What follows belongs to an exercise in optimizing a design on an open flow for small area, a short achievable clock period and few clock cycles per item; a production flow would make more cautious choices. Where RTL was checked, it was by simulation tests only, not by an equivalence proof against the original. No functional check of the RTL was part of runs 3 and 6. Power figures rest on the tool's default switching activity, not on a simulated workload.

<file path="design/flow/design.v">
module ct_meas (
    input  wire        clk,
    input  wire        rst,         
    input  wire        start,       
    input  wire        mode,        
    input  wire [1:0]  chan,        
    input  wire [15:0] raw,         
    output wire        ready,
    output reg         done,
    output reg         accept,
    output reg  [1:0]  chan_next,
    output wire [34:0] ohms,
    output wire [15:0] vmv,
    output wire [27:0] digits,      
    output wire        alert
);
    localparam [1:0] F_IDLE = 2'd0,
                     F_INIT = 2'd1,
                     F_DIV  = 2'd2;
    localparam [26:0] VDIV = 27'd48904255;     
    reg [1:0]  state;
    reg [15:0] s;
    reg [1:0]  ch;
    reg        md;
    reg        slo, shi;       
    reg        nodiv;          
    reg [26:0] rem;            
    reg [5:0]  cnt;            
    reg        first;          
    reg        xb;             
    reg        qd;             
    reg [34:0] q;
    reg [27:0] bcd;
    reg        fin;            
    reg        b_md, b_neg, b_acc;
    reg [1:0]  b_ch, b_cn;
    reg        vneg;           
    reg        rmode;          
    wire neg  = s[15];
    wire last = (cnt == 6'd1);
    assign ohms   = q;
    assign vmv    = q[15:0] ^ {16{vneg}};
    assign digits = bcd;
    assign alert  = rmode && (q[34:7] == 28'd0) && (q[6:0] <= 7'd80);
    assign ready = (state == F_IDLE) || (state == F_INIT && nodiv) ||
                   (state == F_DIV && last);
    wire take = start && ready;
    wire signed [15:0] sraw = raw;
    wire in_lo  = (sraw <= 16'sd8000);
    wire in_hi  = (sraw >= 16'sd24000);
    wire in_pos = !raw[15] && (raw != 16'd0);
    wire in_acc = (!in_lo && !in_hi) || (chan == 2'd3 && in_lo) ||
                  (chan == 2'd0 && in_hi);
    wire in_nodiv = !mode && (!in_acc || !in_pos);
    wire       acc_i = md || (!slo && !shi) || (ch == 2'd3 && slo) ||
                       (ch == 2'd0 && shi);
    wire [1:0] cn_i  = (md || acc_i) ? ch : slo ? ch + 2'd1 : ch - 2'd1;
    wire [1:0] lsel = s[14] ? 2'd3 : (s[13] || ch != 2'd3) ? 2'd2 : s[12] ? 2'd1 : 2'd0;
    reg [15:0] r_init;
    reg [5:0]  k_init;
    reg        x_init;
    always @(*) begin
        case ({ch, lsel})
            {2'd0, 2'd3}: begin r_init = 16'd15776; k_init = 6'd12; x_init = 1'b0; end
            {2'd0, 2'd2}: begin r_init = 16'd7888; k_init = 6'd13; x_init = 1'b0; end
            {2'd1, 2'd3}: begin r_init = 16'd9750; k_init = 6'd16; x_init = 1'b0; end
            {2'd1, 2'd2}: begin r_init = 16'd4875; k_init = 6'd17; x_init = 1'b0; end
            {2'd2, 2'd3}: begin r_init = 16'd12500; k_init = 6'd19; x_init = 1'b0; end
            {2'd2, 2'd2}: begin r_init = 16'd6250; k_init = 6'd20; x_init = 1'b0; end
            {2'd3, 2'd3}: begin r_init = 16'd10437; k_init = 6'd22; x_init = 1'b1; end
            {2'd3, 2'd2}: begin r_init = 16'd5218; k_init = 6'd23; x_init = 1'b1; end
            {2'd3, 2'd1}: begin r_init = 16'd2609; k_init = 6'd24; x_init = 1'b0; end
            {2'd3, 2'd0}: begin r_init = 16'd0; k_init = 6'd36; x_init = 1'b1; end
            default: begin r_init = 16'bx; k_init = 6'bx; x_init = 1'bx; end
        endcase
    end
    wire [26:0] rem_init = md ? {1'b0, {s, 10'd746} ^ {26{neg}}} : {11'd0, r_init};
    wire [5:0]  cnt_init = md ? 6'd15 : k_init;
    wire        xb_init  = md ? neg : x_init;
    reg [19:0] kc;
    always @(*) begin
        case (ch)
            2'd0:    kc = 20'd986;
            2'd1:    kc = 20'd9750;
            2'd2:    kc = 20'd100000;
            default: kc = 20'd668000;
        endcase
    end
    wire [3:0]  vidx  = cnt[3:0] - 4'd2;
    wire [14:0] vtail = neg ? 15'd25600 : 15'd8192;
    wire [5:0]  kidx  = cnt - 6'd18;
    wire        xb_nx = (state == F_INIT) ? xb_init :
                        md ? (cnt >= 6'd2 && vtail[vidx])
                           : (cnt >= 6'd18 && kc[kidx[4:0]]);
    reg [27:0] kb6;
    always @(*) begin
        case ({b_md, b_ch})
            3'd0:    kb6 = 28'hFFFF67A;    
            3'd1:    kb6 = 28'hFFF68B6;    
            3'd2:    kb6 = 28'hFF66666;    
            3'd3:    kb6 = 28'hF998666;    
            default: kb6 = 28'h6666666;
        endcase
    end
    wire        sgn   = rem[26];
    wire [26:0] t     = {rem[25:0], xb};
    wire [26:0] dvs   = md ? VDIV : {11'd0, s};
    wire [26:0] ad_a  = fin ? bcd[26:0] : t;
    wire [26:0] ad_b  = fin ? kb6[26:0] : (dvs ^ {27{!sgn}});
    wire        ad_c  = fin ? (b_md ? b_neg : qd) : !sgn;
    wire [27:0] ad_s  = {1'b0, ad_a} + {1'b0, ad_b} + {27'd0, ad_c};
    wire [26:0] rem_n = ad_s[26:0];
    wire        qb    = !ad_s[26];
    reg [27:0] bcd_adj;
    reg [3:0]  dd;
    integer i;
    always @(*) begin
        for (i = 0; i < 7; i = i + 1) begin
            dd = bcd[4*i +: 4];
            bcd_adj[4*i+3] = dd[3] | (dd[2] & dd[1]) | (dd[2] & dd[0]);
            bcd_adj[4*i+2] = (dd[3] & dd[0]) | (dd[2] & !dd[1] & !dd[0]);
            bcd_adj[4*i+1] = (dd[3] & !dd[0]) | (!dd[2] & dd[1]) | (dd[1] & dd[0]);
            bcd_adj[4*i+0] = (dd[3] & !dd[0]) | (!dd[3] & !dd[2] & dd[0]) |
                             (dd[2] & dd[1] & !dd[0]);
        end
    end
    wire qin = md ? qb : (qd && !first);
    reg [19:0] kneg;
    always @(*) begin
        case ({b_md, b_ch})
            3'd0:    kneg = 20'd1047590;  
            3'd1:    kneg = 20'd1038826;  
            3'd2:    kneg = 20'd948576;   
            3'd3:    kneg = 20'd380576;   
            default: kneg = 20'd0;
        endcase
    end
    wire [20:0] lo_s  = {1'b0, q[19:0]} + {1'b0, kneg} + {20'd0, !b_md && qd};
    wire [14:0] hi_m1 = q[34:20] - 15'd1;
    wire [34:0] q_cor = {(!b_md && !lo_s[20]) ? hi_m1 : q[34:20], lo_s[19:0]};
    wire [27:0] xs    = {bcd[27] ^ kb6[27] ^ ad_s[27], ad_s[26:0]};
    wire [6:0]  dcy;
    genvar g;
    generate
        for (g = 0; g < 6; g = g + 1) begin : dcarry
            assign dcy[g] = xs[4*g+4] ^ bcd[4*g+4] ^ kb6[4*g+4];
        end
    endgenerate
    assign dcy[6] = (bcd[27] & kb6[27]) | (ad_s[27] & (bcd[27] ^ kb6[27]));
    reg [27:0] bcd_cor;
    always @(*) begin
        for (i = 0; i < 7; i = i + 1)
            bcd_cor[4*i +: 4] = dcy[i] ? xs[4*i +: 4] : xs[4*i +: 4] - 4'd6;
    end
    always @(posedge clk) begin
        if (take) begin
            s     <= raw;
            ch    <= chan;
            md    <= mode;
            slo   <= in_lo;
            shi   <= in_hi;
            nodiv <= in_nodiv;
        end
        rem   <= (state == F_INIT) ? rem_init : rem_n;
        cnt   <= (state == F_INIT) ? cnt_init : cnt - 6'd1;
        xb    <= xb_nx;
        qd    <= qb;
        first <= (state == F_INIT);
        if (state == F_INIT) begin
            b_md  <= md;
            b_neg <= neg;
            b_ch  <= ch;
            b_acc <= acc_i;
            b_cn  <= cn_i;
        end
        if (fin) begin
            q         <= q_cor;
            bcd       <= bcd_cor;
            accept    <= b_acc;
            chan_next <= b_cn;
            vneg      <= b_md && b_neg;
            rmode     <= !b_md;
        end else if (first) begin
            q   <= {34'd0, qin};
            bcd <= {27'd0, qin};
        end else begin
            q   <= {q[33:0], qin};
            bcd <= {bcd_adj[26:0], qin};
        end
        if (rst) begin
            state <= F_IDLE;
            fin   <= 1'b0;
            done  <= 1'b0;
        end else begin
            done <= fin;
            fin  <= (state == F_INIT && nodiv) || (state == F_DIV && last);
            case (state)
                F_IDLE: if (take) state <= F_INIT;
                F_INIT: state <= nodiv ? (take ? F_INIT : F_IDLE) : F_DIV;
                default: if (last) state <= take ? F_INIT : F_IDLE;
            endcase
        end
    end
endmodule
</file>
<file path="design/flow/flow/run.sh">
#!/bin/bash
set -euo pipefail
MARGIN=$(cat flow/margin.txt)
bash standard.sh SETUP_SLACK_MARGIN="$MARGIN" finish > flow_standard.log 2>&1
</file>
<file path="design/flow/flow/margin.txt">
6.5
</file>
<file path="design/flow/standard.sh">
#!/bin/bash
# synth_recipe.tcl (not shown) runs the flow's synth.tcl, then flattens the netlist and writes it again
# the make line also repeats each setting of config.mk as NAME=value (left out here)
make -C /OpenROAD-flow-scripts/flow DESIGN_CONFIG=/design/flow/config.mk WORK_HOME=/design/flow/orfs CLKGATE_MAP_FILE= SYNTH_SCRIPT=/design/flow/synth_recipe.tcl "${@:-finish}"
</file>
<file path="design/flow/config.mk">
export PLATFORM = sky130hd
export DESIGN_NAME = ct_meas
export DESIGN_NICKNAME = ct_meas
export VERILOG_FILES = /design/flow/design.v
export SDC_FILE = /design/flow/constraint.sdc
export NUM_CORES = 4
export LEC_CHECK = 0
export CAP_MARGIN = 20
export CORE_MARGIN = 2
export CORE_UTILIZATION = 40
export SETUP_SLACK_MARGIN = 5
export SLEW_MARGIN = 20
</file>
<file path="design/flow/constraint.sdc">
create_clock -name core_clock -period 10.0 [get_ports {clk}]
set_input_delay 2.0000 -clock core_clock [delete_from_list [all_inputs] [get_ports {clk}]]
set_output_delay 2.0000 -clock core_clock [all_outputs]
set_load 0.01 [all_outputs]
</file>
==> results of run 1 <==
placed cells by master, fill, tap and decap left out, types with 31 or more instances in the layout:
cell / instances
xnor2_1: 63
xor2_1: 43
clkdlybuf4s50_1: 71
o21ai_0: 93
dfxtp_1: 55
ha_1: 60
inv_1: 51
nand2_1: 107
a21o_1: 31
a21oi_1: 82
buf_4: 81
nor2_1: 70
edfxtp_1: 49
layout make-up:
type	instances	area [um^2]
Fill cell	2319	11400
Clock buffer	20	489
Timing Repair Buffer	214	2060
Tap cell	330	413
Sequential cell	137	3300
Multi-Input combinational cell	939	7080
Clock inverter	12	134
Inverter	56	225
per-stage QoR:
step	hold WS, ps	setup slack [ps]	util [%]	instances	instance area (um^2)
detailed placement	408	5590	45.9	1575	11500
CTS	423	5990	52.5	1678	13200
global placement	405	5650	45.9	1575	11500
floorplan	400	6320	-	1197	10300
finish	423	5970	54.6	1708	13700
global route	430	5870	54.6	1708	13700
worst min path at each step:
stage	startpoint	end	slack, ps	depth (start not counted)
floorplan	b_acc	accept	400	0
global placement	b_acc	accept	400	0
detailed placement	b_cn[0]	chan_next[0]	410	0
CTS	b_cn[0]	chan_next[0]	420	0
global route	b_cn[0]	chan_next[0]	430	0
finish	b_acc	accept	420	0
registers in the layout, indices dropped and copies added (netlist names), 2 cells and up:
name and cells:
bcd 28, chan_next 2, cnt 6, rem 27, q 35, b_cn 2
b_ch 2, state 2, ch 2, s 16
logic make-up after synthesis:
family	synth area share, %
AND/OR/NAND/NOR	15.0
AO/OA/AOI/OAI	23.3
flip-flops	31.7
multiplexers	4.37
adder cells (fa/ha/maj)	9.85
buffers and inverters	4.99
XOR/XNOR	10.9
synth_stat cells, drive strengths merged, types with 4 or more instances:
library cell	number
o21a	11
o22ai	18
o21ai	117
a21boi	4
nand2	109
a2111oi	5
a21o	32
fa	4
a31oi	15
nand3b	5
nor2b	10
nand4	8
o211ai	5
and3	6
nor3	19
o31ai	7
nor4	8
nand3	26
a211oi	21
edfxtp	49
o311ai	4
o31a	4
clkbuf	50
xor2	45
a21oi	100
and2	6
nand2b	16
ha	74
inv	55
mux2	29
dfxtp	88
o21bai	8
buf	14
xnor2	71
or3	13
nor2	78
mux2i	12
what timing repair did:
item | CTS | global route
resized for setup | 164 | 86
pin swaps | 50 | 47
setup buffers | 70 | 29
cloned | 1 | 1
setup endpoints to repair | 93 | 80
layer usage:
| metal | wire length (um) | vias up |
|---|---|---|
| li1 | - | 4661 |
| met1 | 13800 | 4574 |
| met2 | 15000 | 308 |
| met3 | 1780 | 50 |
| met5 | 0 | - |
| met4 | 721 | 0 |
power groups by stage:
stage | sequential [W] | clock, W | combinational (W)
floorplan | 0.000936 | 0 | 0.00245
global placement | 0.00102 | 0 | 0.00310
detailed placement | 0.00102 | 0 | 0.00313
CTS | 0.00100 | 0.000677 | 0.00364
global route | 0.00104 | 0.000700 | 0.00448
finish | 0.00101 | 0.000671 | 0.00412
==> impl_metrics.yaml, run 1 <==
outcome:
  status: "no timing/DRC/antenna violations"
floorplan:
  pin_count: 107
  core_um2: 25100
  start_util_pct: 40.7
  dieArea_um2: 26800
  die_y_um: 164
  rows: 58
  die_w_um: 164
clocking:
  hold_buffers: 0
  cts_max_path_buffers: 2
  cts_htree_levels: 4
  clock-root-buffer: "clkbuf_16"
  cts_tree: "done"
  numClockSinks: 137
  clkLatencyLatePin_ps: 430
  clk_pin_slew_ps: 70
  cts_made_buffers: 17
setup_path:
  crit_fanout: 4
  cp-startpoint: "q[22]"
  ff2ff_path_depth: 16
  worstPathArrival_ps: 2030
  reg2reg_slack_ps: 6160
  crit-reg2reg-launch: "b_md"
  critPathKind: "flip-flop to output port"
  worst_path_max_delay_cell: "or3b_4"
  crit_chain: "nor3_4 -> nand3_2 -> or3b_4 -> a2111oi_4 -> buf_2"
  cp.depth: 5
  cp_slowest_stage_delay_ps: 450
  crit_end: "alert"
  cp-start-kind: "flip-flop"
  critPathTopFamily: "simple AND/OR/NAND/NOR gates"
  crit_required_ps: 8000
  end_kind: "output port"
  crit_buf_inv: 1
  r2r-end: "bcd[23]"
power:
  powerDensity_nw_per_um2: 423
  p_clk_share_pct: 11.6
  p_sw_w: 0.00255
  peakVddDrop_v: 0.000162
  p_total_w: 0.00580
  p_leak_nw: 5.79
  swShare_pct: 43.9
  p_comb_share_pct: 71.0
  internal_power_w: 0.00326
  seq_power_share_pct: 17.4
flow_run:
  cap_violations: 0
timing:
  hold_viol: 0
  finalCritPeriodShare_pct: 40.3
  clock_skew_ps: 9.67
  finalCriticalPeriod_ps: 4030
  max_freq_ghz: 0.248
  setup_violations: 0
  rsz0062_at_grt: "true"
  tns_ps: 0
  tightestPinTransition_ps: 942
  finalMaxSlewViolations: 0
  relSlewSlack_pct: 37.2
synthesis:
  ys.flop_type: "dfxtp_1"
  synth.yosys.seq_area_share_pct: 31.7
  syn-cell-area_um2: 10200
  yosys_warnings: 1
  async_flop_share_pct: 0
  syn_nets: 1297
  yosys.area.top_type_share_pct: 17.3
  synth-seq-cells: 137
  avgSynthCellArea_um2: 8.53
  yosysUniqueCellTypes: 85
  synth_top_area_cell: "dfxtp_1"
  syn_inst: 1197
  netlist_top_cells_area: "dfxtp_1 17%, edfxtp_1 14%, ha_1 9.1%, xnor2_1 6.1%, o21ai_0 5.5%"
  synth_edf_count: 49
global_route:
  use_met3_pct: 4.07
  antenna_found_initial: 0
  grtUsageMet2_pct: 38.6
  grt_pass1_vias: 9023
  grt_usage_pct: 22.9
  grtUsageMet1_pct: 29.8
  grt_pass1_wl_mm: 48.2
  grt_start_max_net_pins: 47
  overflow: 0
  busiest_layer: "met2"
cells_and_area:
  layout-drive-gt1-share_pct: 23.5
  area_growth_pct: 34.2
  antenna_cells: 0
  fin_nets: 1465
placement:
  dp_hpwl_mm: 20.9
  gp_congestion: 0.928
  placement.io_buffers: 106
worst_hold_path:
  hold_path.class: "flip-flop to flip-flop"
routing:
  ant_nets: 0
  first_iter_violations: 594
  vias_per_cell: 5.62
  dr.pass1.iters: 5
  wl_per_cell_um: 18.3
  routed_wl_mm: 31.3
  route.detailed.drc: 0
  vias: 9593
Testbench counts, summed over its fixed seeds: cycles 30,778, items 2,048.
==> run 2, diff against run 1 <==
==> design/flow/run.sh (new file) <==
#!/bin/bash
# synth_recipe.tcl (not shown) runs the flow's synth.tcl, then flattens the netlist and writes it again
# the make line also repeats each setting of config.mk as NAME=value (left out here)
make -C /OpenROAD-flow-scripts/flow DESIGN_CONFIG=/design/flow/config.mk WORK_HOME=/design/flow/orfs CLKGATE_MAP_FILE= SYNTH_SCRIPT=/design/flow/synth_recipe.tcl finish
removed: design/flow/flow/run.sh
removed: design/flow/flow/margin.txt
removed: design/flow/standard.sh
==> impl_metrics.yaml, run 2 <==
setup_path:
  critPathKind: "flip-flop to output port"
  end_kind: "output port"
  cp-start-kind: "flip-flop"
  crit_fanout: 5
  worstPathArrival_ps: 2830
  crit_required_ps: 8000
clocking:
  cts_setup_buffers: 0
  hold_buffers: 0
  cts_made_buffers: 17
  clk_pin_slew_ps: 70
  clkLatencyLatePin_ps: 440
  numClockSinks: 137
  postCtsResizedCells: 0
  cts_tree: "done"
  cts_max_path_buffers: 2
  clock-root-buffer: "clkbuf_16"
  cts_htree_levels: 4
cells_and_area:
  final-instance-count-excl-fill: 1608
  area_growth_pct: 18.2
  fin_nets: 1365
  mostFrequentLayoutCells: "112 x o21ai_0, 107 x nand2_1, 106 x clkdlybuf4s50_1"
  layout_commonest_cell: "o21ai_0"
  layout-drive-gt1-share_pct: 7.28
  antenna_cells: 0
  largest-register: "q"
  reg_top3: "q (35), bcd (28), rem (27)"
  largest_reg_flops: 35
synthesis:
  synth.yosys.seq_area_share_pct: 31.7
  syn-cell-area_um2: 10200
  netlist_top_cells_area: "dfxtp_1 17%, edfxtp_1 14%, ha_1 9.1%, xnor2_1 6.1%, o21ai_0 5.5%"
  synth_top_area_cell: "dfxtp_1"
  yosysMostFrequentCell: "o21ai_0"
  yosysUniqueCellTypes: 85
  yosys.area.top_type_share_pct: 17.3
  avgSynthCellArea_um2: 8.53
  synth-seq-cells: 137
  syn_inst: 1197
  syn_nets: 1297
  yosys_warnings: 1
  async_flop_share_pct: 0
  ys.flop_type: "dfxtp_1"
  yosys-top-cells-count: "112 x o21ai_0, 107 x nand2_1, 100 x a21oi_1"
  synth_edf_count: 49
routing:
  wl_per_cell_um: 18.0
  vias: 9064
  first_iter_violations: 607
  routed_wl_mm: 29.0
  ant_nets: 0
  dr.pass1.iters: 6
  route.detailed.drc: 0
  vias_per_cell: 5.64
timing:
  timing.hold.ws_ps: 420
  finalCriticalPeriod_ps: 4830
  max_freq_ghz: 0.207
  tightestPinTransition_ps: 975
  setup_violations: 0
  finalCritPeriodShare_pct: 48.3
  hold_viol: 0
  finalMaxSlewViolations: 0
  clock_skew_ps: 9.52
  setup_slack_ps: 5170
  rsz0062_at_grt: "true"
  relSlewSlack_pct: 34.9
  tns_ps: 0
floorplan:
  die_y_um: 164
  core_um2: 25100
  rows: 58
  die_w_um: 164
  pin_count: 107
  start_util_pct: 40.7
  dieArea_um2: 26800
global_route:
  antenna_found_initial: 0
  grt_pass1_wl_mm: 46.0
  grt_usage_pct: 21.8
  grt_pass1_vias: 8612
  overflow: 0
  grt_start_max_net_pins: 63
worst_hold_path:
  hold_path.class: "flip-flop to flip-flop"
power:
  powerDensity_nw_per_um2: 397
  peakVddDrop_v: 0.000147
  p_leak_nw: 4.90
placement:
  dp.cells: 1576
  pre_cts_ws_ps: 5240
  placement.io_buffers: 106
  dp_hpwl_mm: 21.3
  gp_congestion: 0.873
flow_run:
  cap_violations: 0
outcome:
  status: "no timing/DRC/antenna violations"
[run 2: routing by layer]
layer,GRT usage (%),up-vias,wire length [um]
li1,-,4453,-
met1,29.7,4298,13500
met2,35.4,273,13200
met3,3.84,40,1720
met4,6.66,0,586
met5,0,-,0
[run 2: cells by family (layout without fill, tap and decap cells)]
| group | Yosys count | count (layout) | share of synthesized area (%) |
|---|---|---|---|
| buffers and inverters | 121 | 202 | 4.99 |
| DFF | 137 | 137 | 31.7 |
| AOI/OAI and AO/OA | 380 | 380 | 23.3 |
| xor gates and xnor gates | 120 | 120 | 10.9 |
| muxes | 41 | 41 | 4.37 |
| adders and majority gates | 78 | 78 | 9.85 |
| and+or+nand+nor | 320 | 320 | 15.0 |
[run 2: final cells by class]
class / count / area [um^2]
inverters: 56 / 210
multi-input cells: 939 / 6480
fillers: 2458 / 13000
clock inverters: 14 / 133
clock buffers: 18 / 450
flip-flops and latches: 137 / 3240
repair buffers: 114 / 1140
well taps: 330 / 413
[run 2: path summary, 6_finish.rpt]
| check | start | endpoint | slack [ps] | depth (start not counted) |
|---|---|---|---|---|
| max | q[22] | alert | 5170 | 5 |
| min | b_cn[0] | chan_next[0] | 420 | 0 |
| max reg2reg | rem[26] | bcd[23] | 5410 | 14 |
| min reg2reg | b_cn[0] | chan_next[0] | 420 | 0 |
[run 2: metrics by stage]
| step | total power, W | cell area, um^2 | util, % |
|---|---|---|---|
| floorplan | 0.00335 | 10200 | - |
| global placement | 0.00411 | 11400 | 45.6 |
| detailed placement | 0.00413 | 11500 | 45.7 |
| CTS | 0.00479 | 12100 | 48.0 |
| global route | 0.00522 | 12100 | 48.1 |
| finish | 0.00479 | 12100 | 48.1 |
[run 2: where the power goes]
part,leakage (nW),switching [W],internal (W)
Sequential,1.23,0.000234,0.000775
Clock,0.284,0.000272,0.000362
Combinational,3.38,0.00169,0.00145
[run 2: worst max-delay path, cell delays in order (launching register included)]
cell             delay (ps)
edfxtp_1                450
nor3_2                  300
nand3_1                 180
or3b_2                  570
a2111oi_1               290
clkdlybuf4s50_1         610
==> run 3, diff against run 2 <==
--- a/design/flow/design.v
+++ b/design/flow/design.v
@@ -14,3 +14,3 @@
     output wire [27:0] digits,      
-    output wire        alert
+    output reg         alert
 );
@@ -34,6 +34,5 @@
     reg        fin;            
-    reg        b_md, b_neg, b_acc;
+    reg        b_md, b_neg, b_acc, b_al;
     reg [1:0]  b_ch, b_cn;
     reg        vneg;           
-    reg        rmode;          
     wire neg  = s[15];
@@ -43,3 +42,2 @@
     assign digits = bcd;
-    assign alert  = rmode && (q[34:7] == 28'd0) && (q[6:0] <= 7'd80);
     assign ready = (state == F_IDLE) || (state == F_INIT && nodiv) ||
@@ -110,3 +108,4 @@
     wire        ad_c  = fin ? (b_md ? b_neg : qd) : !sgn;
-    wire [27:0] ad_s  = {1'b0, ad_a} + {1'b0, ad_b} + {27'd0, ad_c};
+    wire [28:0] ad_w  = {1'b0, ad_a, 1'b1} + {1'b0, ad_b, ad_c};    
+    wire [27:0] ad_s  = ad_w[28:1];
     wire [26:0] rem_n = ad_s[26:0];
@@ -137,3 +136,4 @@
     end
-    wire [20:0] lo_s  = {1'b0, q[19:0]} + {1'b0, kneg} + {20'd0, !b_md && qd};
+    wire [21:0] lo_w  = {1'b0, q[19:0], 1'b1} + {1'b0, kneg, !b_md && qd};
+    wire [20:0] lo_s  = lo_w[21:1];
     wire [14:0] hi_m1 = q[34:20] - 15'd1;
@@ -174,2 +174,3 @@
             b_cn  <= cn_i;
+            b_al  <= !md && ch == 2'd0 && !neg && s >= 16'd30295;
         end
@@ -181,3 +182,3 @@
             vneg      <= b_md && b_neg;
-            rmode     <= !b_md;
+            alert     <= b_al;
         end else if (first) begin
==> design/flow/flow/run.sh (new file) <==
#!/bin/bash
set -euo pipefail
MARGIN=$(cat flow/margin.txt)
bash standard.sh SETUP_SLACK_MARGIN="$MARGIN" finish > flow_standard.log 2>&1
==> design/flow/flow/margin.txt (new file) <==
6.5
==> design/flow/standard.sh (new file) <==
#!/bin/bash
# synth_recipe.tcl (not shown) runs the flow's synth.tcl, then flattens the netlist and writes it again
# the make line also repeats each setting of config.mk as NAME=value (left out here)
make -C /OpenROAD-flow-scripts/flow DESIGN_CONFIG=/design/flow/config.mk WORK_HOME=/design/flow/orfs CLKGATE_MAP_FILE= SYNTH_SCRIPT=/design/flow/synth_recipe.tcl "${@:-finish}"
removed: design/flow/run.sh
==> impl_metrics.yaml, run 3 <==
synthesis:
  synth_edf_count: 50
  avgSynthCellArea_um2: 8.58
  synth_top_area_cell: "dfxtp_1"
  async_flop_share_pct: 0
  yosys-top-cells-count: "120 x nand2_1, 112 x o21ai_0, 88 x dfxtp_1"
  yosys.area.top_type_share_pct: 17.3
  yosysUniqueCellTypes: 88
  synth_xor_area_share_pct: 11.9
  ys.flop_type: "dfxtp_1"
  yosysMostFrequentCell: "nand2_1"
  synth.yosys.seq_area_share_pct: 32.1
  synth-seq-cells: 138
  synth_top_family_by_area: "compound AO/OA/AOI/OAI gates"
  syn-cell-area_um2: 10200
  synthAdderAreaFrac_pct: 9.74
  netlist_top_cells_area: "dfxtp_1 17%, edfxtp_1 15%, ha_1 9.2%, o21ai_0 5.5%, xnor2_1 5.5%"
  synth_mux_area_share_pct: 4.32
  syn_nets: 1283
  syn_inst: 1184
  synthSimpleGateAreaFrac_pct: 16.1
  yosys_warnings: 1
  synth_compound_gate_area_share_pct: 21.4
routing:
  ant_nets: 0
  vias: 9345
  wl_per_cell_um: 18.2
  first_iter_violations: 589
  route.detailed.drc: 0
  vias_per_cell: 5.52
  dr.pass1.iters: 5
  routed_wl_mm: 30.8
cells_and_area:
  largest-register: "q"
  design_area_um2: 13800
  antenna_cells: 0
  layout-drive-gt1-share_pct: 25.1
  largest_reg_flops: 35
  fin_nets: 1448
  layout_commonest_cell: "nand2_1"
  area_growth_pct: 36.1
  mostFrequentLayoutCells: "114 x nand2_1, 100 x o21ai_0, 84 x clkdlybuf4s50_1"
  reg_top3: "q (35), bcd (28), rem (27)"
clocking:
  hold_buffers: 0
  clock-root-buffer: "clkbuf_16"
  cts_tree: "done"
  cts_max_path_buffers: 2
  cts_made_buffers: 17
  clk_pin_slew_ps: 70
  numClockSinks: 138
  cts_htree_levels: 4
  clkLatencyLatePin_ps: 440
power:
  powerDensity_nw_per_um2: 429
  peakVddDrop_v: 0.000179
  p_total_w: 0.00594
  p_leak_nw: 5.71
floorplan:
  dieArea_um2: 26700
  die_y_um: 163
  rows: 58
  core_um2: 25000
  pin_count: 107
  start_util_pct: 40.6
  die_w_um: 163
timing:
  finalMaxSlewViolations: 0
  hold_viol: 0
  max_freq_ghz: 0.256
  finalCritPeriodShare_pct: 39.1
  tightestPinTransition_ps: 915
  finalCriticalPeriod_ps: 3910
  tns_ps: 0
  relSlewSlack_pct: 39.0
  rsz0062_at_grt: "true"
  setup_violations: 0
  clock_skew_ps: 17.0
  setup_slack_ps: 6090
setup_path:
  end_kind: "flip-flop"
  ff2ff_path_depth: 17
  worstPathArrival_ps: 4210
  critPathKind: "flip-flop to flip-flop"
  cp.depth: 17
  crit_fanout: 7
  crit_required_ps: 10300
  critPathTopFamily: "compound AO/OA/AOI/OAI gates"
  cp-start-kind: "flip-flop"
  cp_slowest_stage_delay_ps: 470
  crit_buf_inv: 2
  worst_path_max_delay_cell: "fa_2"
  crit_chain: "buf_6 -> buf_16 -> nand2b_1 -> xnor2_1 -> nor2_1 -> ha_4 -> and4_4 -> a21oi_2 -> o21ai_2 -> a31o_4 -> a211oi_4 -> o311ai_2 -> a31o_2 -> a21oi_2 -> fa_2 -> xnor2_1 -> o22ai_1"
global_route:
  grt_pass1_vias: 8977
  grt_usage_pct: 22.8
  grt_pass1_wl_mm: 47.5
  grt_start_max_net_pins: 43
  overflow: 0
  antenna_found_initial: 0
worst_hold_path:
  hold_depth: 0
  hold_path.class: "flip-flop to flip-flop"
placement:
  placement.io_buffers: 106
  pre_cts_ws_ps: 5550
  gp_congestion: 0.930
  dp_hpwl_mm: 20.1
  dpl-instance-area_um2: 11600
flow_run:
  cap_violations: 0
outcome:
  status: "no timing/DRC/antenna violations"
run 3: through the flow:
step / hold WS [ps] / util (%) / std cells
after detailed placement: 408 / 46.3 / 1572
after floorplan: 400 / - / 1184
after global placement: 405 / 46.3 / 1572
after global routing: 433 / 55.2 / 1692
after CTS: 425 / 52.8 / 1668
final: 421 / 55.2 / 1692
run 3: worst paths after layout:
check	end	from	slack [ps]
worst max-delay path	bcd[27]	md	6090
worst min-delay path	alert	b_al	420
worst min register to register	alert	b_al	420
worst max register to register	bcd[27]	md	6090
run 3: layout make-up:
cell class / instances / area [um^2]
Timing Repair Buffer: 200 / 1960
Clock inverter: 15 / 214
Fill cell: 2214 / 11200
Clock buffer: 17 / 425
Inverter: 58 / 220
Multi-Input combinational cell: 934 / 7290
Tap cell: 330 / 413
Sequential cell: 138 / 3310
run 3: where the power goes:
part,switching [W],internal [W]
sequential,0.000226,0.000795
clock,0.000274,0.000423
combinational,0.00214,0.00208
run 3: kinds of logic after synthesis:
| kind of cell | Yosys count |
|---|---|
| AOI/OAI and AO/OA | 343 |
| muxes | 39 |
| DFF | 138 |
| adders and majority gates | 78 |
| and+or+nand+nor | 345 |
| xor gates and xnor gates | 129 |
| buffers and inverters | 112 |
run 3: worst register-to-register path: cells and delay by family (launching register included):
kind	cells	cell delay [ps]
AOI/OAI and AO/OA	8	1400
xor gates and xnor gates	2	290
adders and majority gates	2	760
buffers and inverters	2	310
DFF	1	430
and+or+nand+nor	3	580
run 3: timing repair:
action / in CTS / in global routing
setup buffers: 59 / 22
gates cloned: 5 / 1
endpoints found under the hold margin: 0 / 0
setup endpoints to repair: 85 / 65
pin swaps: 54 / 44
resized for setup: 128 / 104
run 3: layer usage:
| layer | global-route usage, % | vias to the layer above | share of wire (%) |
|---|---|---|---|
| li1 | - | 4564 | - |
| met1 | 29.6 | 4436 | 44 |
| met2 | 38.2 | 292 | 48 |
| met3 | 3.94 | 53 | 5.5 |
| met4 | 7.72 | 0 | 2.4 |
| met5 | 0 | - | 0 |
==> run 4, diff against run 3 <==
--- a/design/flow/design.v
+++ b/design/flow/design.v
@@ -105,8 +105,5 @@
     wire [26:0] dvs   = md ? VDIV : {11'd0, s};
-    wire [26:0] ad_a  = fin ? bcd[26:0] : t;
-    wire [26:0] ad_b  = fin ? kb6[26:0] : (dvs ^ {27{!sgn}});
-    wire        ad_c  = fin ? (b_md ? b_neg : qd) : !sgn;
-    wire [28:0] ad_w  = {1'b0, ad_a, 1'b1} + {1'b0, ad_b, ad_c};    
-    wire [27:0] ad_s  = ad_w[28:1];
-    wire [26:0] rem_n = ad_s[26:0];
+    wire [27:0] ad_w  = {t, 1'b1} + {dvs ^ {27{!sgn}}, !sgn};    
+    wire [26:0] ad_s  = ad_w[27:1];
+    wire [26:0] rem_n = ad_s;
     wire        qb    = !ad_s[26];
@@ -140,3 +137,4 @@
     wire [34:0] q_cor = {(!b_md && !lo_s[20]) ? hi_m1 : q[34:20], lo_s[19:0]};
-    wire [27:0] xs    = {bcd[27] ^ kb6[27] ^ ad_s[27], ad_s[26:0]};
+    wire [29:0] bc_w  = {1'b0, bcd, 1'b1} + {1'b0, kb6, b_md ? b_neg : qd};
+    wire [27:0] xs    = bc_w[28:1];
     wire [6:0]  dcy;
@@ -148,3 +146,3 @@
     endgenerate
-    assign dcy[6] = (bcd[27] & kb6[27]) | (ad_s[27] & (bcd[27] ^ kb6[27]));
+    assign dcy[6] = bc_w[29];
     reg [27:0] bcd_cor;
==> impl_metrics.yaml, run 4 <==
cells_and_area:
  antenna_cells: 0
  post-route-util_pct: 51.8
  mostFrequentLayoutCells: "110 x o21ai_0, 107 x nor2_1, 101 x nand2_1"
  area_growth_pct: 28.0
  largest-register: "q"
  largest_reg_flops: 35
  reg_top3: "q (35), bcd (28), rem (27)"
  layout-drive-gt1-share_pct: 15.7
  fin_nets: 1517
  layout_commonest_cell: "o21ai_0"
setup_path:
  worst_path_max_delay_cell: "edfxtp_1"
  cp_slowest_stage_delay_ps: 450
  critPathKind: "flip-flop to flip-flop"
  cp-start-kind: "flip-flop"
  reg2reg_slack_ps: 6310
  crit_fanout: 6
  worstPathArrival_ps: 3980
  crit_chain: "buf_6 -> nor2b_4 -> nor2b_4 -> inv_4 -> ha_4 -> a21o_1 -> maj3_1 -> a21oi_2 -> o21a_1 -> a21oi_2 -> o21ai_2 -> o21ai_2 -> xnor2_2 -> ha_4 -> o31ai_1 -> o31ai_1 -> nor2_1 -> xor2_1 -> o22ai_1"
  end_kind: "flip-flop"
  crit_required_ps: 10290
  r2r-end: "bcd[27]"
  ff2ff_path_depth: 19
  crit-reg2reg-launch: "b_md"
global_route:
  grtUsageMet1_pct: 26.7
  use_met3_pct: 3.19
  grt_usage_pct: 19.2
  grtUsageMet2_pct: 30.5
  grt_pass1_wl_mm: 43.5
  grt_pass1_vias: 8525
  busiest_layer: "met2"
  overflow: 0
  grt_start_max_net_pins: 57
  antenna_found_initial: 1
outcome:
  status: "no timing/DRC/antenna violations"
placement:
  gp_congestion: 0.853
  placement.io_buffers: 106
  dp_hpwl_mm: 19.4
timing:
  finalCriticalPeriod_ps: 3690
  hold_viol: 0
  timing.hold.ws_ps: 422
  relSlewSlack_pct: 38.6
  tightestPinTransition_ps: 922
  setup_violations: 0
  tns_ps: 0
  max_freq_ghz: 0.271
  finalCritPeriodShare_pct: 36.9
  rsz0062_at_grt: "true"
  finalMaxSlewViolations: 0
  clock_skew_ps: 12.4
worst_hold_path:
  hold_path.class: "flip-flop to flip-flop"
  min_to: "accept"
  hold_depth: 0
  hold_start: "b_acc"
synthesis:
  syn-cell-area_um2: 10500
  yosysUniqueCellTypes: 76
  synth_top_area_cell: "dfxtp_1"
  synth-seq-cells: 138
  async_flop_share_pct: 0
  synth_edf_count: 50
  yosys-top-cells-count: "118 x o21ai_0, 108 x nor2_1, 105 x nand2_1"
  netlist_top_cells_area: "dfxtp_1 17%, edfxtp_1 14%, ha_1 11%, xnor2_1 8.0%, o21ai_0 5.6%"
  syn_inst: 1255
  yosysMostFrequentCell: "o21ai_0"
  yosys.area.top_type_share_pct: 16.8
  ys.flop_type: "dfxtp_1"
  syn_nets: 1371
  synth.yosys.seq_area_share_pct: 31.1
  yosys_warnings: 1
  avgSynthCellArea_um2: 8.35
floorplan:
  dieArea_um2: 27500
  die_w_um: 166
  die_y_um: 166
  pin_count: 107
  core_um2: 25900
  start_util_pct: 40.5
  rows: 59
routing:
  routed_wl_mm: 28.2
  ant_nets: 0
  route.detailed.drc: 0
  first_iter_violations: 647
  vias: 9569
  vias_per_cell: 5.47
  wl_per_cell_um: 16.1
  dr.pass1.iters: 7
power:
  peakVddDrop_v: 0.000129
  powerDensity_nw_per_um2: 332
  p_leak_nw: 5.50
clocking:
  cts_max_path_buffers: 2
  numClockSinks: 138
  clock-root-buffer: "clkbuf_16"
  cts_htree_levels: 4
  hold_buffers: 0
  cts_tree: "done"
  clk_pin_slew_ps: 70
  cts_made_buffers: 17
  clkLatencyLatePin_ps: 430
flow_run:
  cap_violations: 0
## run 4: kinds of logic after synthesis
kind of cell             after synthesis  share of synthesized area [%]
AO/OA/AOI/OAI                        394                           23.5
AND/OR/NAND/NOR                      344                           15.1
XOR/XNOR                             152                           12.9
flip-flops                           138                           31.1
buffers and inverters                115                           4.24
adder cells (fa/ha/maj)               97                           11.5
multiplexers                          15                           1.61
## run 4: repair_timing
item | CTS | global route
endpoints found under the setup margin | 81 | 56
cloned | 0 | 4
gates resized for setup | 80 | 55
endpoints found under the hold margin | 0 | 0
setup buffers | 27 | 38
pin swaps | 28 | 38
## run 4: critical path: cells and delay by family, from the launching register on
| family | cells | cell delay, ps |
|---|---|---|
| AO/OA/AOI/OAI | 9 | 1240 |
| XOR/XNOR | 2 | 330 |
| adder cells (fa/ha/maj) | 3 | 730 |
| buffers and inverters | 2 | 250 |
| flip-flops | 1 | 450 |
| AND/OR/NAND/NOR | 3 | 530 |
## run 4: report_power, final
part           switching (W)  internal, W  total [W]
Sequential          0.000228     0.000799    0.00103
Clock               0.000289     0.000358   0.000647
Combinational        0.00141      0.00137    0.00277
## run 4: final cells by class
| cell class | instances | area [um^2] |
|---|---|---|
| clock buffers | 17 | 425 |
| repair buffers | 181 | 1690 |
| multi-input cells | 1003 | 7160 |
| clock inverters | 15 | 171 |
| well taps | 335 | 419 |
| fillers | 2431 | 12500 |
| flip-flops and latches | 138 | 3330 |
| inverters | 60 | 233 |
## run 4: worst max path at each step
stage | from | endpoint | slack [ps] | cells after the start
after floorplan | b_ch[0] | bcd[27] | 6470 | 18
after global placement | b_md | q[29] | 5840 | 12
after detailed placement | b_md | q[29] | 5740 | 10
after CTS | cnt[2] | ready | 6290 | 4
after global routing | b_md | bcd[27] | 6150 | 18
final | b_md | bcd[27] | 6310 | 19
## run 4: metal layers
layer | up-vias | part of all wire (%)
met2 | 259 | 44
met1 | 4472 | 49
met5 | - | 0.046
met3 | 36 | 4.9
met4 | 2 | 1.9
li1 | 4800 | -
## run 4: per-stage QoR
stage / cell area (um^2) / std cells / worst slack, ps / total power, W
2_1_floorplan: 10600 / 1255 / 6470 / 0.00288
3_3_place_gp: 11900 / 1648 / 5840 / 0.00349
3_5_place_dp: 11900 / 1648 / 5740 / 0.00351
4_1_cts: 12900 / 1707 / 6290 / 0.00427
5_1_grt: 13400 / 1749 / 6150 / 0.00482
6_report: 13400 / 1749 / 6310 / 0.00445
Testbench counts of run 4, summed over its fixed seeds: cycles 30,778, items 2,048.
==> run 5, diff against run 4 <==
==> design/flow/flow/run.sh (replaced) <==
#!/bin/bash
# Own flow: the standard layout (standard synthesis unchanged), with
# - port buffers of a plain buffer cell (every port still gets one).
set -euo pipefail
MARGIN=$(cat flow/margin.txt)
PORTBUF=$(cat flow/portbuf.txt)
bash standard.sh SETUP_SLACK_MARGIN="$MARGIN" "BUFFER_PORTS_ARGS=-buffer_cell $PORTBUF" finish > flow_standard.log 2>&1
==> design/flow/flow/margin.txt (replaced) <==
7
==> design/flow/flow/portbuf.txt (new file) <==
sky130_fd_sc_hd__buf_2
==> impl_metrics.yaml, run 5 <==
placement:
  gp_congestion: 0.875
  dp_hpwl_mm: 19.5
  dp.cells: 1650
  placement.io_buffers: 106
floorplan:
  start_util_pct: 40.5
  dieArea_um2: 27500
  die_w_um: 166
  rows: 59
  die_y_um: 166
  core_um2: 25900
  pin_count: 107
global_route:
  grtUsageMet2_pct: 36.6
  grt_pass1_vias: 9713
  grt_usage_pct: 21.3
  use_met3_pct: 3.22
  overflow: 0
  grt_pass1_wl_mm: 48.8
  antenna_found_initial: 0
  grtUsageMet1_pct: 27.4
  busiest_layer: "met2"
  grt_start_max_net_pins: 44
synthesis:
  yosysUniqueCellTypes: 76
  syn_inst: 1255
  syn-cell-area_um2: 10500
  yosys-top-cells-count: "118 x o21ai_0, 108 x nor2_1, 105 x nand2_1"
  async_flop_share_pct: 0
  synth.yosys.seq_area_share_pct: 31.1
  yosys_warnings: 1
  avgSynthCellArea_um2: 8.35
  synth_top_area_cell: "dfxtp_1"
  yosysMostFrequentCell: "o21ai_0"
  ys.flop_type: "dfxtp_1"
  synth_edf_count: 50
  syn_nets: 1371
  synth-seq-cells: 138
  netlist_top_cells_area: "dfxtp_1 17%, edfxtp_1 14%, ha_1 11%, xnor2_1 8.0%, o21ai_0 5.6%"
  yosys.area.top_type_share_pct: 16.8
cells_and_area:
  antenna_cells: 0
  layout_commonest_cell: "buf_4"
  layout-drive-gt1-share_pct: 35.7
  largest_reg_flops: 35
  largest-register: "q"
  final-instance-count-excl-fill: 1843
  area_growth_pct: 37.5
  reg_top3: "q (35), bcd (28), rem (27)"
  mostFrequentLayoutCells: "135 x buf_4, 105 x buf_2, 97 x nand2_1"
  fin_nets: 1611
clocking:
  clkLatencyLatePin_ps: 430
  cts_tree: "done"
  cts_max_path_buffers: 2
  cts_htree_levels: 4
  clock-root-buffer: "clkbuf_16"
  cts_made_buffers: 17
  clk_pin_slew_ps: 70
  numClockSinks: 138
worst_hold_path:
  hold_path.class: "flip-flop to flip-flop"
timing:
  setup_violations: 0
  finalMaxSlewViolations: 0
  hold_viol: 0
  clock_skew_ps: 17.0
  relSlewSlack_pct: 31.4
  tns_ps: 0
  rsz0062_at_grt: "true"
  tightestPinTransition_ps: 1030
  finalCritPeriodShare_pct: 36.8
  max_freq_ghz: 0.272
  finalCriticalPeriod_ps: 3680
setup_path:
  crit_required_ps: 10280
  crit_fanout: 5
  cp-start-kind: "flip-flop"
  critPathKind: "flip-flop to flip-flop"
  end_kind: "flip-flop"
  worstPathArrival_ps: 3960
routing:
  first_iter_violations: 680
  vias: 10200
  ant_nets: 0
  wl_per_cell_um: 16.6
  route.detailed.drc: 0
  dr.pass1.iters: 5
  vias_per_cell: 5.52
  routed_wl_mm: 30.7
power:
  p_leak_nw: 6.19
  powerDensity_nw_per_um2: 356
  peakVddDrop_v: 0.000215
flow_run:
  cap_violations: 0
outcome:
  status: "no timing/DRC/antenna violations"
run 5: cells by family (layout without fill, tap and decap cells):
| family | count (synthesis) | after routing | synth area share, % |
|---|---|---|---|
| muxes | 15 | 15 | 1.61 |
| buffers and inverters | 115 | 367 | 4.24 |
| AOI/OAI and AO/OA | 394 | 394 | 23.5 |
| DFF | 138 | 138 | 31.1 |
| adders and majority gates | 97 | 97 | 11.5 |
| and+or+nand+nor | 344 | 345 | 15.1 |
| xor gates and xnor gates | 152 | 152 | 12.9 |
run 5: cell type report:
cell class	instances	area [um^2]
Sequential cell	138	3390
Multi-Input combinational cell	1003	7800
Tap cell	335	419
Inverter	60	236
Fill cell	2304	11500
Timing Repair Buffer	275	2010
Clock buffer	17	425
Clock inverter	15	134
run 5: stage by stage:
| stage | utilization [%] | cell area [um^2] | setup slack, ps | hold slack, ps | power (W) |
|---|---|---|---|---|---|
| floorplan | - | 10800 | 6480 | 400 | 0.00295 |
| global placement | 44.5 | 11500 | 5980 | 403 | 0.00344 |
| detailed placement | 44.5 | 11500 | 5850 | 406 | 0.00347 |
| CTS | 52.6 | 13600 | 6390 | 420 | 0.00465 |
| global route | 55.6 | 14400 | 6140 | 424 | 0.00550 |
| finish | 55.6 | 14400 | 6320 | 419 | 0.00513 |
run 5: critical path, stage by stage, from the launching register on:
cell      delay [ps]
edfxtp_1         530
nor2b_4          180
nor2b_4          240
inv_4             80
ha_4             270
nand2_2           50
a211oi_2         260
o311ai_2         160
a211o_1          350
a21oi_2          180
o21ai_2           90
o21ai_2          190
xnor2_2          100
ha_2             200
o31ai_2          170
o31ai_1          100
nor2_1           130
xor2_1           160
o22ai_1           90
run 5: power by group:
part | switching [W] | total, W | internal, W
Combinational | 0.00174 | 0.00350 | 0.00176
Clock | 0.000289 | 0.000618 | 0.000329
Sequential | 0.000199 | 0.00101 | 0.000813
run 5: path summary, 6_finish.rpt:
path | cells after the start | to | startpoint | slack, ps
max reg2reg | 18 | bcd[27] | b_md | 6320
min reg2reg | 0 | accept | b_acc | 420
max | 18 | bcd[27] | b_md | 6320
min | 0 | accept | b_acc | 420
run 5: repair_timing:
item,4_1_cts,5_1_grt
setup buffers,123,35
endpoints found under the setup margin,138,115
cloned,3,0
hold endpoints to repair,0,0
pin swaps,73,110
gates resized for setup,155,128
hold buffers,0,0
run 5: per-layer routing:
layer	share of wire, %	routed length, um
met1	45	13700
met2	49	14900
met3	4.1	1250
met4	2.6	794
met5	0	0
==> run 6, diff against run 5 <==
--- a/design/flow/design.v
+++ b/design/flow/design.v
@@ -16,5 +16,5 @@
 );
-    localparam [1:0] F_IDLE = 2'd0,
-                     F_INIT = 2'd1,
-                     F_DIV  = 2'd2;
+    localparam [1:0] F_IDLE  = 2'd0,
+                     F_NODIV = 2'd1,
+                     F_DIV   = 2'd2;
     localparam [26:0] VDIV = 27'd48904255;     
@@ -25,6 +25,5 @@
     reg        slo, shi;       
-    reg        nodiv;          
     reg [26:0] rem;            
     reg [5:0]  cnt;            
-    reg        first;          
+    reg        step1, step2;   
     reg        xb;             
@@ -42,3 +41,3 @@
     assign digits = bcd;
-    assign ready = (state == F_IDLE) || (state == F_INIT && nodiv) ||
+    assign ready = (state == F_IDLE) || (state == F_NODIV) ||
                    (state == F_DIV && last);
@@ -52,6 +51,4 @@
     wire in_nodiv = !mode && (!in_acc || !in_pos);
-    wire       acc_i = md || (!slo && !shi) || (ch == 2'd3 && slo) ||
-                       (ch == 2'd0 && shi);
-    wire [1:0] cn_i  = (md || acc_i) ? ch : slo ? ch + 2'd1 : ch - 2'd1;
-    wire [1:0] lsel = s[14] ? 2'd3 : (s[13] || ch != 2'd3) ? 2'd2 : s[12] ? 2'd1 : 2'd0;
+    wire [1:0] lsel = raw[14] ? 2'd3 : (raw[13] || chan != 2'd3) ? 2'd2 :
+                      raw[12] ? 2'd1 : 2'd0;
     reg [15:0] r_init;
@@ -60,3 +57,3 @@
     always @(*) begin
-        case ({ch, lsel})
+        case ({chan, lsel})
             {2'd0, 2'd3}: begin r_init = 16'd15776; k_init = 6'd12; x_init = 1'b0; end
@@ -74,5 +71,8 @@
     end
-    wire [26:0] rem_init = md ? {1'b0, {s, 10'd746} ^ {26{neg}}} : {11'd0, r_init};
-    wire [5:0]  cnt_init = md ? 6'd15 : k_init;
-    wire        xb_init  = md ? neg : x_init;
+    wire [26:0] rem_init = mode ? {1'b0, {raw, 10'd746} ^ {26{raw[15]}}} : {11'd0, r_init};
+    wire [5:0]  cnt_init = mode ? 6'd16 : k_init;
+    wire        xb_init  = mode ? raw[15] : x_init;
+    wire       acc_i = md || (!slo && !shi) || (ch == 2'd3 && slo) ||
+                       (ch == 2'd0 && shi);
+    wire [1:0] cn_i  = (md || acc_i) ? ch : slo ? ch + 2'd1 : ch - 2'd1;
     reg [19:0] kc;
@@ -86,18 +86,8 @@
     end
-    wire [3:0]  vidx  = cnt[3:0] - 4'd2;
+    wire [3:0]  vidx  = cnt[3:0] - 4'd3;
     wire [14:0] vtail = neg ? 15'd25600 : 15'd8192;
     wire [5:0]  kidx  = cnt - 6'd18;
-    wire        xb_nx = (state == F_INIT) ? xb_init :
-                        md ? (cnt >= 6'd2 && vtail[vidx])
+    wire        xb_nx = take ? xb_init :
+                        md ? (cnt >= 6'd3 && cnt <= 6'd17 && vtail[vidx])
                            : (cnt >= 6'd18 && kc[kidx[4:0]]);
-    reg [27:0] kb6;
-    always @(*) begin
-        case ({b_md, b_ch})
-            3'd0:    kb6 = 28'hFFFF67A;    
-            3'd1:    kb6 = 28'hFFF68B6;    
-            3'd2:    kb6 = 28'hFF66666;    
-            3'd3:    kb6 = 28'hF998666;    
-            default: kb6 = 28'h6666666;
-        endcase
-    end
     wire        sgn   = rem[26];
@@ -106,5 +96,4 @@
     wire [27:0] ad_w  = {t, 1'b1} + {dvs ^ {27{!sgn}}, !sgn};    
-    wire [26:0] ad_s  = ad_w[27:1];
-    wire [26:0] rem_n = ad_s;
-    wire        qb    = !ad_s[26];
+    wire [26:0] rem_n = ad_w[27:1];
+    wire        qb    = !rem_n[26];
     reg [27:0] bcd_adj;
@@ -122,3 +111,2 @@
     end
-    wire qin = md ? qb : (qd && !first);
     reg [19:0] kneg;
@@ -137,2 +125,12 @@
     wire [34:0] q_cor = {(!b_md && !lo_s[20]) ? hi_m1 : q[34:20], lo_s[19:0]};
+    reg [27:0] kb6;
+    always @(*) begin
+        case ({b_md, b_ch})
+            3'd0:    kb6 = 28'hFFFF67A;    
+            3'd1:    kb6 = 28'hFFF68B6;    
+            3'd2:    kb6 = 28'hFF66666;    
+            3'd3:    kb6 = 28'hF998666;    
+            default: kb6 = 28'h6666666;
+        endcase
+    end
     wire [29:0] bc_w  = {1'b0, bcd, 1'b1} + {1'b0, kb6, b_md ? b_neg : qd};
@@ -154,15 +152,15 @@
         if (take) begin
-            s     <= raw;
-            ch    <= chan;
-            md    <= mode;
-            slo   <= in_lo;
-            shi   <= in_hi;
-            nodiv <= in_nodiv;
-        end
-        rem   <= (state == F_INIT) ? rem_init : rem_n;
-        cnt   <= (state == F_INIT) ? cnt_init : cnt - 6'd1;
+            s   <= raw;
+            ch  <= chan;
+            md  <= mode;
+            slo <= in_lo;
+            shi <= in_hi;
+        end
+        rem   <= take ? rem_init : rem_n;
+        cnt   <= take ? cnt_init : cnt - 6'd1;
         xb    <= xb_nx;
         qd    <= qb;
-        first <= (state == F_INIT);
-        if (state == F_INIT) begin
+        step1 <= take && !in_nodiv;
+        step2 <= step1;
+        if (state != F_IDLE && (step1 || state == F_NODIV)) begin
             b_md  <= md;
@@ -181,8 +179,8 @@
             alert     <= b_al;
-        end else if (first) begin
-            q   <= {34'd0, qin};
-            bcd <= {27'd0, qin};
+        end else if (step2) begin
+            q   <= {34'd0, qd};
+            bcd <= {27'd0, qd};
         end else begin
-            q   <= {q[33:0], qin};
-            bcd <= {bcd_adj[26:0], qin};
+            q   <= {q[33:0], qd};
+            bcd <= {bcd_adj[26:0], qd};
         end
@@ -194,8 +192,7 @@
             done <= fin;
-            fin  <= (state == F_INIT && nodiv) || (state == F_DIV && last);
-            case (state)
-                F_IDLE: if (take) state <= F_INIT;
-                F_INIT: state <= nodiv ? (take ? F_INIT : F_IDLE) : F_DIV;
-                default: if (last) state <= take ? F_INIT : F_IDLE;
-            endcase
+            fin  <= (state == F_NODIV) || (state == F_DIV && last);
+            if (take)
+                state <= in_nodiv ? F_NODIV : F_DIV;
+            else if (state != F_DIV || last)
+                state <= F_IDLE;
         end
==> design/flow/flow/margin.txt (replaced) <==
6.5
==> impl_metrics.yaml, run 6 <==
routing:
  top_layer: "met4"
  first_iter_violations: 595
  vias_per_cell: 5.62
  wl_per_cell_um: 16.8
  met2WireLength_mm: 14.7
  ant_nets: 0
  m1WireLength_mm: 13.7
  routed-wl-met3_mm: 1.12
  routed_wl_mm: 30.2
  route.detailed.drc: 0
  vias: 10100
  dr.pass1.iters: 5
floorplan:
  die_w_um: 170
  dieArea_um2: 28800
  core_um2: 27000
  rows: 60
  start_util_pct: 40.7
  die_y_um: 170
  pin_count: 107
timing:
  max_freq_ghz: 0.256
  relSlewSlack_pct: 39.7
  finalCritPeriodShare_pct: 39.0
  clock_skew_ps: 12.7
  rsz0062_at_grt: "true"
  finalCriticalPeriod_ps: 3900
  finalMaxSlewViolations: 0
  tightestPinTransition_ps: 892
  tns_ps: 0
  hold_viol: 0
  setup_violations: 0
clocking:
  numClockSinks: 138
  clkLatencyLatePin_ps: 440
  clock-root-buffer: "clkbuf_16"
  clk_pin_slew_ps: 70
  cts_tree: "done"
  cts_max_path_buffers: 2
  cts_htree_levels: 4
  cts_made_buffers: 17
power:
  seq_power_share_pct: 23.6
  p_leak_nw: 5.83
  p_clk_share_pct: 15.5
  powerDensity_nw_per_um2: 301
  swShare_pct: 44.8
  internal_power_w: 0.00223
  p_sw_w: 0.00182
  p_comb_share_pct: 60.9
  peakVddDrop_v: 0.000114
cells_and_area:
  layout_commonest_cell: "o21ai_0"
  final-instance-count-excl-fill: 1802
  fin_nets: 1567
  largest_reg_flops: 35
  mostFrequentLayoutCells: "118 x o21ai_0, 105 x nand2_1, 102 x buf_2"
  antenna_cells: 0
  nFillCells: 2525
  largest-register: "q"
  reg_top3: "q (35), bcd (28), rem (27)"
  layout-drive-gt1-share_pct: 21.9
  area_growth_pct: 22.5
setup_path:
  ff2ff_path_depth: 15
  crit-reg2reg-launch: "b_md"
  critPathKind: "flip-flop to flip-flop"
  reg2reg_slack_ps: 6100
  cp-startpoint: "b_md"
  crit_required_ps: 10320
  end_kind: "flip-flop"
  crit_fanout: 6
  r2r-end: "bcd[26]"
  cp-start-kind: "flip-flop"
  crit_end: "bcd[26]"
  worstPathArrival_ps: 4220
synthesis:
  synth.yosys.seq_area_share_pct: 29.6
  syn-cell-area_um2: 11000
  synth_edf_count: 49
  yosys_warnings: 1
  yosys.area.top_type_share_pct: 16.2
  yosys-top-cells-count: "122 x o21ai_0, 109 x nand2_1, 103 x a21oi_1"
  synth_top_area_cell: "dfxtp_1"
  syn_inst: 1307
  netlist_top_cells_area: "dfxtp_1 16%, edfxtp_1 13%, ha_1 11%, xnor2_1 5.7%, o21ai_0 5.6%"
  yosysMostFrequentCell: "o21ai_0"
  ys.flop_type: "dfxtp_1"
  avgSynthCellArea_um2: 8.40
  syn_nets: 1426
  async_flop_share_pct: 0
  synth-seq-cells: 138
  yosysUniqueCellTypes: 91
global_route:
  grt_usage_pct: 21.0
  overflow: 0
  grt_pass1_wl_mm: 48.5
  grt_start_max_net_pins: 69
  grt_pass1_vias: 9483
  antenna_found_initial: 0
placement:
  dp.cells: 1704
  dp_hpwl_mm: 21.0
  placement.io_buffers: 106
  gp_congestion: 0.897
flow_run:
  cap_violations: 0
worst_hold_path:
  hold_path.class: "flip-flop to flip-flop"
outcome:
  status: "no timing/DRC/antenna violations"
==> run 6: cell types whose count changed after synthesis, moves of 7 or more <==
cell,delta
xor2_1,+9
o21bai_1,-7
xnor2_1,-24
and3_1,+9
nor2_1,-25
nand3_1,+14
a21oi_1,+10
o22ai_1,-11
==> run 6: cells by family after synthesis <==
kind of cell / Yosys count / synth area share (%)
AOI/OAI and AO/OA: 420 / 24.6
and+or+nand+nor: 377 / 17.0
xor gates and xnor gates: 139 / 11.6
DFF: 138 / 29.6
buffers and inverters: 121 / 4.58
adders and majority gates: 99 / 11.3
muxes: 13 / 1.33
==> run 6: worst max-delay path, cell delays in order, from the launching register on <==
cell and delay, ps:
edfxtp_1 440, buf_12 170, nor3_4 270, inv_2 120, ha_4 280, a21o_1 120, a21oi_2 70, maj3_2 350
o21ba_4 220, a211o_4 360, a21oi_4 160, mux2i_2 260, nand3_1 120, ha_2 260, or3_1 340, a32o_1 250
==> run 6: stage by stage <==
| stage | total power [W] | worst slack [ps] | cell area, um^2 | hold WS, ps | utilization, % |
|---|---|---|---|---|---|
| 6_report | 0.00405 | 6100 | 13400 | 384 | 49.9 |
| 5_1_grt | 0.00439 | 5990 | 13400 | 388 | 49.9 |
| 4_1_cts | 0.00393 | 6090 | 13100 | 376 | 48.4 |
| 3_5_place_dp | 0.00317 | 5560 | 11800 | 353 | 44.0 |
| 3_3_place_gp | 0.00316 | 5640 | 11800 | 366 | 44.0 |
| 2_1_floorplan | 0.00267 | 6150 | 11100 | 331 | - |
==> run 6: worst min path at each step <==
stage | from | end | slack [ps] | depth (start not counted)
after floorplan | step1 | step2 | 330 | 0
final | step1 | step2 | 380 | 0
after global routing | step1 | step2 | 390 | 0
after CTS | step1 | step2 | 380 | 0
after detailed placement | step1 | step2 | 350 | 0
after global placement | step1 | step2 | 370 | 0
==> run 6: layout make-up <==
type                            instances  area, um^2  area share, %
Clock inverter                         15         145           1.08
Tap cell                              341         427           3.17
Clock buffer                           17         425           3.16
Sequential cell                       138        3270           24.3
Inverter                               64         253           1.88
Multi-Input combinational cell       1049        7710           57.3
Timing Repair Buffer                  178        1210           9.04
==> run 6: power groups by stage <==
stage                     Clock, W  Combinational, W  Sequential (W)
after floorplan                  0           0.00177        0.000908
after global placement           0           0.00219        0.000964
after detailed placement         0           0.00220        0.000965
after CTS                 0.000642           0.00234        0.000953
after global routing      0.000667           0.00275        0.000979
final                     0.000630           0.00247        0.000955
==> run 6: per-layer routing <==
layer	global-route usage, %	vias to the layer above
met5	0	-
li1	-	5067
met3	3.43	37
met1	26.8	4811
met4	6.47	0
met2	36.5	216
==> run 6: repair_timing <==
action,4_1_cts,5_1_grt
pin swaps,25,45
hold buffers,0,0
buffers inserted,40,23
setup endpoints to repair,64,50
cloned,2,1
resized for setup,63,47
==> run 7, diff against run 6 <==
--- a/design/flow/design.v
+++ b/design/flow/design.v
@@ -7,3 +7,3 @@
     input  wire [15:0] raw,         
-    output wire        ready,
+    output reg         ready,
     output reg         done,
@@ -36,2 +36,3 @@
     reg        vneg;           
+    reg [6:0]  dfix;           
     wire neg  = s[15];
@@ -40,5 +41,8 @@
     assign vmv    = q[15:0] ^ {16{vneg}};
-    assign digits = bcd;
-    assign ready = (state == F_IDLE) || (state == F_NODIV) ||
-                   (state == F_DIV && last);
+    genvar g;
+    generate
+        for (g = 0; g < 7; g = g + 1) begin : dout
+            assign digits[4*g +: 4] = dfix[g] ? bcd[4*g +: 4] - 4'd6 : bcd[4*g +: 4];
+        end
+    endgenerate
     wire take = start && ready;
@@ -138,3 +142,2 @@
     wire [6:0]  dcy;
-    genvar g;
     generate
@@ -145,7 +148,2 @@
     assign dcy[6] = bc_w[29];
-    reg [27:0] bcd_cor;
-    always @(*) begin
-        for (i = 0; i < 7; i = i + 1)
-            bcd_cor[4*i +: 4] = dcy[i] ? xs[4*i +: 4] : xs[4*i +: 4] - 4'd6;
-    end
     always @(posedge clk) begin
@@ -174,3 +172,4 @@
             q         <= q_cor;
-            bcd       <= bcd_cor;
+            bcd       <= xs;
+            dfix      <= ~dcy;
             accept    <= b_acc;
@@ -190,3 +189,5 @@
             done  <= 1'b0;
+            ready <= 1'b1;
         end else begin
+            ready <= take ? in_nodiv : (state != F_DIV || cnt <= 6'd2);
             done <= fin;
==> design/flow/flow/portbuf.txt (replaced) <==
sky130_fd_sc_hd__buf_1
==> impl_metrics.yaml, run 7 <==
synthesis:
  ys.flop_type: "dfxtp_1"
  yosys_warnings: 1
  syn-cell-area_um2: 11600
  avgSynthCellArea_um2: 8.44
  yosysMostFrequentCell: "nand2_1"
  syn_inst: 1372
  yosys.area.top_type_share_pct: 15.6
  yosysUniqueCellTypes: 84
  async_flop_share_pct: 0
  synth-seq-cells: 146
  syn_nets: 1517
  synth_top_area_cell: "dfxtp_1"
  yosys-top-cells-count: "126 x nand2_1, 123 x ha_1, 101 x a21oi_1"
  netlist_top_cells_area: "dfxtp_1 16%, edfxtp_1 15%, ha_1 13%, xnor2_1 5.6%, xor2_1 4.5%"
  synth_edf_count: 56
  synth.yosys.seq_area_share_pct: 30.1
timing:
  setup_slack_ps: 6520
  rsz0062_at_grt: "true"
  hold_viol: 0
  tns_ps: 0
  setup_violations: 0
  finalCriticalPeriod_ps: 3480
  finalCritPeriodShare_pct: 34.8
  tightestPinTransition_ps: 685
  clock_skew_ps: 9.61
  finalMaxSlewViolations: 0
  max_freq_ghz: 0.287
  relSlewSlack_pct: 54.2
cells_and_area:
  area_growth_pct: 20.8
  final-instance-count-excl-fill: 1894
  layout_commonest_cell: "nand2_1"
  largest_reg_flops: 35
  fin_nets: 1642
  multi_input_area_um2: 8020
  nFillCells: 2674
  reg_top3: "q (35), bcd (28), rem (27)"
  regArea_um2: 3550
  layout-drive-gt1-share_pct: 16.1
  mostFrequentLayoutCells: "122 x nand2_1, 102 x ha_1, 97 x nor2_1"
  design_area_um2: 14000
  largest-register: "q"
  antenna_cells: 0
global_route:
  overflow: 0
  grt_usage_pct: 20.6
  grt_start_max_net_pins: 63
  antenna_found_initial: 0
  grt_pass1_wl_mm: 51.0
  grt_pass1_vias: 9910
outcome:
  status: "no timing/DRC/antenna violations"
setup_path:
  critPathMostFrequentCell: "ha_4"
  cp_slowest_stage_delay_ps: 360
  crit_fanout: 4
  critPathKind: "flip-flop to output port"
  worst_path_max_delay_cell: "dfxtp_4"
  crit_chain: "ha_4 -> inv_4 -> ha_4 -> mux2i_1 -> buf_2"
  end_kind: "output port"
  critPathTopFamily: "flip-flops"
  worstPathArrival_ps: 1480
  cp-start-kind: "flip-flop"
  crit_required_ps: 8000
  crit_buf_inv: 2
routing:
  vias: 10500
  dr.pass1.iters: 5
  route.detailed.drc: 0
  vias_per_cell: 5.53
  wl_per_cell_um: 16.7
  ant_nets: 0
  routed_wl_mm: 31.7
  first_iter_violations: 648
power:
  powerDensity_nw_per_um2: 292
  peakVddDrop_v: 0.000194
  p_total_w: 0.00408
  p_leak_nw: 5.71
floorplan:
  pin_count: 107
  start_util_pct: 40.5
  die_y_um: 174
  core_um2: 28600
  dieArea_um2: 30300
  die_w_um: 174
  rows: 62
worst_hold_path:
  hold_path.class: "flip-flop to flip-flop"
clocking:
  cts_made_buffers: 17
  cts_htree_levels: 4
  clock-root-buffer: "clkbuf_16"
  clkLatencyLatePin_ps: 430
  cts_max_path_buffers: 2
  numClockSinks: 146
  cts_tree: "done"
  clk_pin_slew_ps: 60
placement:
  gp_congestion: 0.896
  dp.cells: 1803
  dpl-instance-area_um2: 12300
  placement.io_buffers: 106
  pre_cts_ws_ps: 5490
  dp_hpwl_mm: 22.3
flow_run:
  cap_violations: 0
==> run 7: changes by cell type in the layout (fill, tap and decap cells not counted), sizes merged, moves of 8 or more <==
cell | previous run | this run
nor2 | 84 | 100
o21ai | 126 | 97
a22o | 0 | 8
ha | 97 | 123
nand2 | 109 | 126
nand3 | 41 | 23
nor3 | 33 | 24
o22ai | 17 | 32
==> run 7: final timing paths <==
kind	end	slack [ps]	cells past startpoint	from
setup reg to reg	q[33]	6620	16	b_md
hold reg to reg	step2	370	0	step1
hold / removal	step2	370	0	step1
setup / recovery	digits[7]	6520	5	bcd[5]
==> run 7: kinds of logic (layout without fill, tap and decap cells) <==
| family | count (synthesis) | after routing | share of synthesized area (%) |
|---|---|---|---|
| flops | 146 | 146 | 30.1 |
| simple gates | 383 | 383 | 15.7 |
| fa+ha+maj | 126 | 126 | 13.6 |
| compound gates | 423 | 423 | 24.0 |
| mux | 16 | 16 | 1.45 |
| xor+xnor | 135 | 135 | 10.3 |
| buf+inv | 143 | 281 | 4.97 |
==> run 7: cell type report <==
class / instances / share of cell area (%)
clock buffers: 20 / 3.27
clock inverters: 12 / 0.760
inverters: 75 / 2.32
multi-input cells: 1083 / 57.3
flip-flops and latches: 146 / 25.4
well taps: 384 / 3.43
repair buffers: 174 / 7.48
==> run 7: routing by layer <==
metal / track usage (%) / vias up / routed length (um)
li1: - / 5208 / -
met1: 26.7 / 4936 / 14000
met2: 35.1 / 278 / 15500
met3: 2.87 / 46 / 1400
met4: 7.00 / 0 / 787
met5: 0 / - / 0
==> run 7: what timing repair did <==
| item | in CTS | in global routing |
|---|---|---|
| buffers inserted | 38 | 19 |
| pin swaps | 25 | 29 |
| hold buffers | 0 | 0 |
| gates cloned | 1 | 0 |
| gates resized for setup | 109 | 73 |
| endpoints found under the setup margin | 110 | 61 |
==> run 7: power breakdown <==
part	internal [W]	switching, W	total, W
clock network	0.000357	0.000265	0.000621
registers	0.000820	0.000203	0.00102
logic	0.00110	0.00134	0.00244
total	0.00227	0.00181	0.00408
==> run 7: per-stage QoR <==
| stage | hold slack (ps) | util [%] |
|---|---|---|
| after floorplan | 331 | - |
| after global placement | 351 | 42.8 |
| after detailed placement | 360 | 42.9 |
| after CTS | 372 | 47.3 |
| after global routing | 377 | 48.9 |
| final | 373 | 48.9 |
Testbench counts of run 7, summed over its fixed seeds: cycles 29,712, items 2,048.

-- separate check: timing with driven ports --
No port has a modelled driver above. Below, the same layouts with a new extraction and two added sets of constraints.
Step 1 assumes that a clkbuf_16 drives the clock port and a buf_2 every other input.
Step 2 moves the port delays by t, midway between the first and last clock arrival at a register: inputs arrive t later, outputs are due t later. That takes back most of the time a late clock gives input paths.
Slacks: ideal ports / drivers / drivers and shift; pairs: ideal ports / drivers.
| run | shift t [ns] | setup WS [ns] | hold slack, ns | worst setup path at the end | cell pins on the clock port's net |
|---|---|---|---|---|---|
| run 1 | 0.475 | 5.969 / 5.922 / 6.159 | 0.423 / 0.423 / 0.423 | register to register | 1 |
| run 2 | 0.478 | 5.169 / 5.123 / 5.413 | 0.420 / 0.420 / 0.420 | register to register | 1 |
| run 3 | 0.479 | 6.093 / 6.093 / 6.093 | 0.421 / 0.421 / 0.421 | register to register | 1 |
| run 4 | 0.473 | 6.310 / 6.310 / 6.198 | 0.422 / 0.422 / 0.422 | input to register | 1 |
| run 5 | 0.472 | 6.320 / 6.320 / 6.272 | 0.419 / 0.419 / 0.419 | input to register | 1 |
| run 6 | 0.481 | 6.101 / 6.101 / 6.064 | 0.384 / 0.384 / 0.384 | input to register | 1 |
| run 7 | 0.473 | 6.516 / 6.466 / 6.135 | 0.373 / 0.373 / 0.373 | input to register | 1 |
After both steps setup and hold are still met in every run listed. The setup slack of run 7, which loses most, moves by -0.050 ns with the drivers and by -0.381 ns with both steps.
